From an optimization exercise on the open Yosys and OpenROAD flow, aimed at small area, a short achievable clock period and few clock cycles per item; shortcuts taken in it are not production practice.
Function was checked by simulation only, so behaviour that the tests miss may differ from the original.
Power figures rest on the tool's default switching activity, not on a simulated workload.

==> wip/xenon: inputs <==
==> flow/design.v (excerpt) <==
module grids_core (
    input  wire        clk,
    input  wire        rst,         
    input  wire        cmd_valid,
    output wire        cmd_ready,
    input  wire [31:0] cmd,
    output reg  [31:0] resp,
    output wire [7:0]  pattern,
    output wire        fault,
    output wire [7:0]  cause,
    output wire [31:0] fault_cmd
);
==> flow/config.mk <==
export PLATFORM = sky130hd
export DESIGN_NAME = grids_core
export DESIGN_NICKNAME = grids_core
export VERILOG_FILES = /design/flow/design.v
export SDC_FILE = /design/flow/constraint.sdc
export NUM_CORES = 4
export LEC_CHECK = 0
export ABC_AREA = 1
export CAP_MARGIN = 35
export CORE_MARGIN = 2
export CORE_UTILIZATION = 25
export CTS_CLUSTER_DIAMETER = 60
export CTS_CLUSTER_SIZE = 20
export PLACE_DENSITY = 0.35
export SLEW_MARGIN = 35
export SYNTH_MEMORY_MAX_BITS = 65536
==> flow/constraint.sdc <==
create_clock -name core_clock -period 30.0 [get_ports {clk}]
set_input_delay 6.0000 -clock core_clock [delete_from_list [all_inputs] [get_ports {clk}]]
set_output_delay 6.0000 -clock core_clock [all_outputs]
set_load 0.01 [all_outputs]
standard.sh (not shown) runs the stock make flow with config.mk's settings and CLKGATE_MAP_FILE= SYNTH_SCRIPT=/design/flow/synth_recipe.tcl, a recipe that flattens the netlist after the stock synthesis.
==> flow/flow/run.sh <==
#!/bin/bash
set -euo pipefail
export BUFFER_PORTS_ARGS="-buffer_cell sky130_fd_sc_hd__buf_4"
export SETUP_SLACK_MARGIN=22.7
status=0
bash standard.sh finish > flow_make.log 2>&1 || status=$?
tail -n 40 flow_make.log
exit $status
==> inputs of wip/umber, as changes to wip/xenon <==
--- a/flow/design.v
+++ b/flow/design.v
@@ -5,27 +5,31 @@
     output wire        cmd_ready,
     input  wire [31:0] cmd,
     output reg  [31:0] resp,
     output wire [7:0]  pattern,
     output wire        fault,
     output wire [7:0]  cause,
-    output wire [31:0] fault_cmd
+    output reg  [31:0] fault_cmd
 );
     reg [7:0] drum_map [0:2399];
     initial begin
         $readmemh("drum_map.hex", drum_map);
     end
     function [15:0] u8mix;
         input [7:0] a;
         input [7:0] b;
         input [5:0] w6;
+        reg [8:0]  dl;          
+        reg [13:0] p;
+        reg [17:0] t;
         begin
-            u8mix = {8'd0, a} + {7'd0, a, 1'b0} +
-                    {6'd0, w6[0] ? b : a, 2'd0} + {5'd0, w6[1] ? b : a, 3'd0} +
-                    {4'd0, w6[2] ? b : a, 4'd0} + {3'd0, w6[3] ? b : a, 5'd0} +
-                    {2'd0, w6[4] ? b : a, 6'd0} + {1'd0, w6[5] ? b : a, 7'd0};
+            dl = {1'b0, b} - {1'b0, a};
+            p  = dl[7:0] * w6;
+            t  = {2'b00, a, 8'd0} - {10'd0, a} + {2'b00, p, 2'b00} -
+                 (dl[8] ? {2'b00, w6, 10'd0} : 18'd0);
+            u8mix = t[15:0];
         end
     endfunction
     function [7:0] inc8;
         input [7:0] x;
         begin
             inc8 = x ^ {&x[6:0], &x[5:0], &x[4:0], &x[3:0], &x[2:0], &x[1:0], x[0], 1'b1};
@@ -69,19 +73,16 @@
     reg [7:0]  st;              
     reg [4:0]  step;
     reg [1:0]  pulse;
     reg [7:0]  es0, es1, es2;   
     reg [5:0]  pert;            
     reg        flt;
-    reg        flt2;            
-    reg [3:0]  cse;             
-    reg [31:0] fcmd;            
+    reg [3:0]  cse;
     assign pattern = st;
-    assign fault     = flt;
-    assign cause     = {4'd0, cse & {4{flt2}}};
-    assign fault_cmd = fcmd & {32{flt2}};
+    assign fault   = flt;
+    assign cause   = {4'd0, cse};
     wire [10:0] bpm3 = {2'b00, bpm} + {1'b0, bpm, 1'b0};
     wire [31:0] inc = (res == 2'd0) ? {9'd0, bpm, 14'd0} :
                       (res == 2'd1) ? {8'd0, bpm, 15'd0} :
                                       {6'd0, bpm3, 15'd0};
     wire [7:0]  opc = cmd[31:24];
     wire [7:0]  fb  = cmd[23:16];
@@ -175,16 +176,15 @@
     reg [7:0]  lv0, lv1, lv2;
     wire [4:0] tgt_step = (pulse == 2'd0) ? step : step + 5'd1;
     wire       drestart = ddirty || (lstep != tgt_step);
     wire [2:0]  di = {1'b0, opt0[7:6]} + {2'b0, dcnt[0]};
     wire [2:0]  dj = {1'b0, opt1[7:6]} + {2'b0, dcnt[1]};
     wire [4:0]  dmap = di * 3'd5 + dj;
-    wire [1:0]  dpart = {dcnt[3], dcnt[2] & ~dcnt[3]};
-    wire [11:0] daddr = dmap * 7'd96 + {dpart, lstep};
+    wire [11:0] daddr = dmap * 7'd96 + {dcnt[3:2], lstep};
     wire [7:0]  drom = drum_map[daddr];
-    reg        ymix;            
+    wire       ymix = (dcnt[1:0] == 2'd1) && (dcnt[3:2] != 2'd0);
     wire [7:0] mx_a = !drun ? 8'd0 : ymix ? m1 : ma;
     wire [7:0] mx_b = !drun ? rnd_next[15:8] : ymix ? m2 : rq;
     wire [5:0] mx_w = !drun ? opt2[7:2] : ymix ? opt1[5:0] : opt0[5:0];
     wire [15:0] mxt = u8mix(mx_a, mx_b, mx_w);
     wire [7:0] mx   = mxt[15:8];
     reg  [5:0] drawr;
@@ -247,16 +247,13 @@
             4'b10_01: {adv, npulse} = 3'b1_00;
             4'b10_10: {adv, npulse} = 3'b1_01;
             4'b10_11: {adv, npulse} = 3'b1_10;
             default:  {adv, npulse} = 3'b0_00;    
         endcase
     end
-    wire [1:0] cb = busy ? (pn_big ? 2'd3 : pn[1:0]) : 2'd0;
-    wire       adv_b = (pulse[1] & (cb[1] | cb[0])) | (pulse[0] & cb[1]) | (cb[1] & cb[0]);
-    wire       adv_f = (pulse[1] & (fb[1] | fb[0])) | (pulse[0] & fb[1]) | (fb[1] & fb[0]);
-    wire       einc = !step[0] && (busy ? adv_b : adv_f);
+    wire       einc = adv && !step[0];
     wire [5:0]  pe     = step0 ? drawr : pert;
     wire [8:0]  s0 = {1'b0, lv0} + {3'd0, pe};
     wire [8:0]  s1 = {1'b0, lv1} + {3'd0, pe};
     wire [8:0]  s2 = {1'b0, lv2} + {3'd0, pe};
     wire [7:0]  l0 = s0[8] ? 8'd255 : s0[7:0];
     wire [7:0]  l1 = s1[8] ? 8'd255 : s1[7:0];
@@ -271,16 +268,15 @@
     wire [2:0]  erst  = {k2 == 5'd0, k1 == 5'd0, k0 == 5'd0};
     wire [5:0]  est   = oclk ? {&erst, 2'b00, etrig} : {erst, etrig};
     wire do_drum = tick_first && evaln && drums;
     wire do_euc  = tick_first && evaln && !drums;
     wire [7:0] es0i = inc8(es0), es1i = inc8(es1), es2i = inc8(es2);
     wire [7:0] k0i = inc8({3'd0, k0}), k1i = inc8({3'd0, k1}), k2i = inc8({3'd0, k2});
-    wire       wb = evaln && !drums && !(busy && tdone);
-    wire [7:0] es0n = wb ? (einc ? k0i : {3'd0, k0}) : (einc ? es0i : es0);
-    wire [7:0] es1n = wb ? (einc ? k1i : {3'd0, k1}) : (einc ? es1i : es1);
-    wire [7:0] es2n = wb ? (einc ? k2i : {3'd0, k2}) : (einc ? es2i : es2);
+    wire [7:0] es0n = do_euc ? (einc ? k0i : {3'd0, k0}) : (einc ? es0i : es0);
+    wire [7:0] es1n = do_euc ? (einc ? k1i : {3'd0, k1}) : (einc ? es1i : es1);
+    wire [7:0] es2n = do_euc ? (einc ? k2i : {3'd0, k2}) : (einc ? es2i : es2);
     wire [7:0] step_i8 = inc8({3'd0, step});
     wire [4:0] step_i = step_i8[4:0];
     wire ok_pset  = live && l_pset;
     wire ok_pinit = live && l_pinit;
     wire d_void = ok_pinit || (ok_pset && (fb == 8'd0 || fb == 8'd1));
     wire e_void = ok_pinit || (live && l_preset);
@@ -289,23 +285,19 @@
                          ok_pset && (fb == 8'd1 || fb == 8'd4),
                          ok_pset && (fb == 8'd0 || fb == 8'd3)};
     wire [2:0] e_vmask = e_void ? 3'b111 : e_vset;
     wire       e_hit = eact && (e_vmask[epart] || e_step);
     always @(posedge clk) begin
         if (rst) begin
-            flt  <= 1'b0;
-            flt2 <= 1'b0;
+            flt       <= 1'b0;
+            cse       <= 4'd0;
+            fault_cmd <= 32'd0;
         end else if (raise) begin
-            flt  <= 1'b1;
-            flt2 <= 1'b1;
-        end
-    end
-    always @(posedge clk) begin
-        if (live) begin
-            cse  <= dc;
-            fcmd <= cmd;
+            flt       <= 1'b1;
+            cse       <= dc;
+            fault_cmd <= cmd;
         end
     end
     reg [31:0] resp_d;
     always @(*) begin
         case (opc[3:0])
             4'h1:    resp_d = reg_val;                                
@@ -426,13 +418,12 @@
     always @(posedge clk) begin
         if (rst) begin
             dvalid <= 1'b0;
             ddirty <= 1'b1;
             drun   <= 1'b0;
         end else begin
-            ymix <= drun && !drestart && (dcnt[1:0] == 2'd0) && (dcnt[3:2] != 2'd0);
             if (drestart) begin
                 drun  <= 1'b1;
                 dcnt  <= 4'd0;
                 lstep <= tgt_step;
             end else if (drun) begin
                 dcnt <= dcnt + 4'd1;
==> flow/flow/run.sh (replaced) <==
#!/bin/bash
# The standard layout (standard.sh), except that ABC's area script
# (ABC_AREA is 1 in config.mk) runs a deeper area optimization (&deepsyn)
# before mapping. Everything else, including the synthesis script and the
# registers it makes, is the standard flow's.
set -euo pipefail
rm -rf scripts_abc
cp -r "$FLOW_HOME/scripts" scripts_abc
cp flow/abc_area.script scripts_abc/abc_area.script
status=0
bash standard.sh SCRIPTS_DIR="$PWD/scripts_abc" finish > flow_make.log 2>&1 || status=$?
tail -n 40 flow_make.log
exit $status
==> flow/flow/abc_area.script (new file) <==
strash
&get -n
&deepsyn -T 240
&put
dch -f
map -a
topo
stime -c
buffer -c
upsize -c
dnsize -c
- CTS_CLUSTER_DIAMETER: 60 -> default
- CTS_CLUSTER_SIZE: 20 -> default
==> inputs of wip/fjord, as changes to wip/xenon <==
--- a/flow/design.v
+++ b/flow/design.v
@@ -69,19 +69,18 @@
     reg [7:0]  st;              
     reg [4:0]  step;
     reg [1:0]  pulse;
     reg [7:0]  es0, es1, es2;   
     reg [5:0]  pert;            
     reg        flt;
-    reg        flt2;            
     reg [3:0]  cse;             
     reg [31:0] fcmd;            
     assign pattern = st;
     assign fault     = flt;
-    assign cause     = {4'd0, cse & {4{flt2}}};
-    assign fault_cmd = fcmd & {32{flt2}};
+    assign cause     = {4'd0, cse & {4{flt}}};
+    assign fault_cmd = fcmd & {32{flt}};
     wire [10:0] bpm3 = {2'b00, bpm} + {1'b0, bpm, 1'b0};
     wire [31:0] inc = (res == 2'd0) ? {9'd0, bpm, 14'd0} :
                       (res == 2'd1) ? {8'd0, bpm, 15'd0} :
                                       {6'd0, bpm3, 15'd0};
     wire [7:0]  opc = cmd[31:24];
     wire [7:0]  fb  = cmd[23:16];
@@ -288,19 +287,14 @@
     wire [2:0] e_vset = {ok_pset && (fb == 8'd2 || fb == 8'd5),
                          ok_pset && (fb == 8'd1 || fb == 8'd4),
                          ok_pset && (fb == 8'd0 || fb == 8'd3)};
     wire [2:0] e_vmask = e_void ? 3'b111 : e_vset;
     wire       e_hit = eact && (e_vmask[epart] || e_step);
     always @(posedge clk) begin
-        if (rst) begin
-            flt  <= 1'b0;
-            flt2 <= 1'b0;
-        end else if (raise) begin
-            flt  <= 1'b1;
-            flt2 <= 1'b1;
-        end
+        if (rst) flt <= 1'b0;
+        else if (raise) flt <= 1'b1;
     end
     always @(posedge clk) begin
         if (live) begin
             cse  <= dc;
             fcmd <= cmd;
         end
==> flow/flow/run.sh (replaced) <==
#!/bin/bash
set -euo pipefail
export BUFFER_PORTS_ARGS="-buffer_cell sky130_fd_sc_hd__buf_4"
export SETUP_SLACK_MARGIN=22.5
status=0
bash standard.sh finish > flow_make.log 2>&1 || status=$?
tail -n 40 flow_make.log
exit $status
- CTS_CLUSTER_DIAMETER: 60 -> default
- CTS_CLUSTER_SIZE: 20 -> default
==> qor summary <==
quantity	wip/xenon	wip/fjord	wip/umber
Outcome	timing/DRC/antenna clean	timing/DRC/antenna clean	stopped before the end
Last stage reached	-	-	global routing (5_1_grt)
Post-synthesis cell type with the largest combined area	sky130_fd_sc_hd__nand2_1	sky130_fd_sc_hd__nand2_1	sky130_fd_sc_hd__dfxtp_1
PD cells	70.7 nW/um^2	71.5 nW/um^2	-
Lkg Pwr	24.2 nW	24.1 nW	-
Std-Cell Rows	152	152	144
Cell area after layout	51900 sq um	51700 sq um	-
Post-DRT Antenna Nets	0	0	-
Routed metal-1 wire length	179000 um	172000 um	-
Mux contribution to synthesized area	0.0466%	0%	0.0260%
Ant. Diodes	132	112	-
Number of buffers created by CTS	31	46	36
Worst setup startpoint	dcnt[3]	flt	-
CTS H-tree depth	1	2	2
Core utilization of the finished layout	30.3%	30.1%	-
Vertical die dimension	419 um	419 um	396 um
Clock network power share	12.3%	16.2%	-
WS Path Type	flip-flop to flip-flop	flip-flop to output pin	-
Share of cells above drive strength 1	14.0%	11.7%	-
Die Area	175000 sq um	175000 sq um	-
Number of detailed-route iterations in the first pass	11	8	-
Classification of the worst-slack hold path	flip-flop to flip-flop	flip-flop to flip-flop	-
Testbench counts of wip/xenon, summed over its fixed seeds: cycles 12,876, commands 12,000.
Testbench counts of wip/umber, summed over its fixed seeds: cycles 12,876, commands 12,000.
Testbench counts of wip/fjord, summed over its fixed seeds: cycles 12,876, commands 12,000.

port drivers added, routing unchanged:
How much do the figures lean on ideal ports? The routed layouts below were timed once more, with nothing changed but the port constraints. Step 1, drivers: a clkbuf_16 drives clk and a buf_2 each remaining input, both assumed. Step 2, shift: input delay + t, output delay - t, t = (earliest + latest rising clock arrival at the registers) / 2. This alone moves slack from input paths to output paths. Slacks: ideal / step 1 / step 2; pairs: ideal / step 1.
| run | t, ns | slack for setup (ns) | worst setup path after step 2 | slew at the worst register clock pin (ns) | worst slew at a driven data input, ns |
|---|---|---|---|---|---|
| wip/xenon | 0.697 | 22.385 / 22.385 / 21.951 | input to register | 0.09 / 0.09 | 0.07 |
| wip/fjord | 0.744 | 22.420 / 22.321 / 21.757 | input to register | 0.07 / 0.07 | 0.05 |
After both steps setup and hold are still met in every run listed. The setup slack of wip/fjord, which loses most, moves by -0.099 ns with the drivers and by -0.663 ns with both steps.
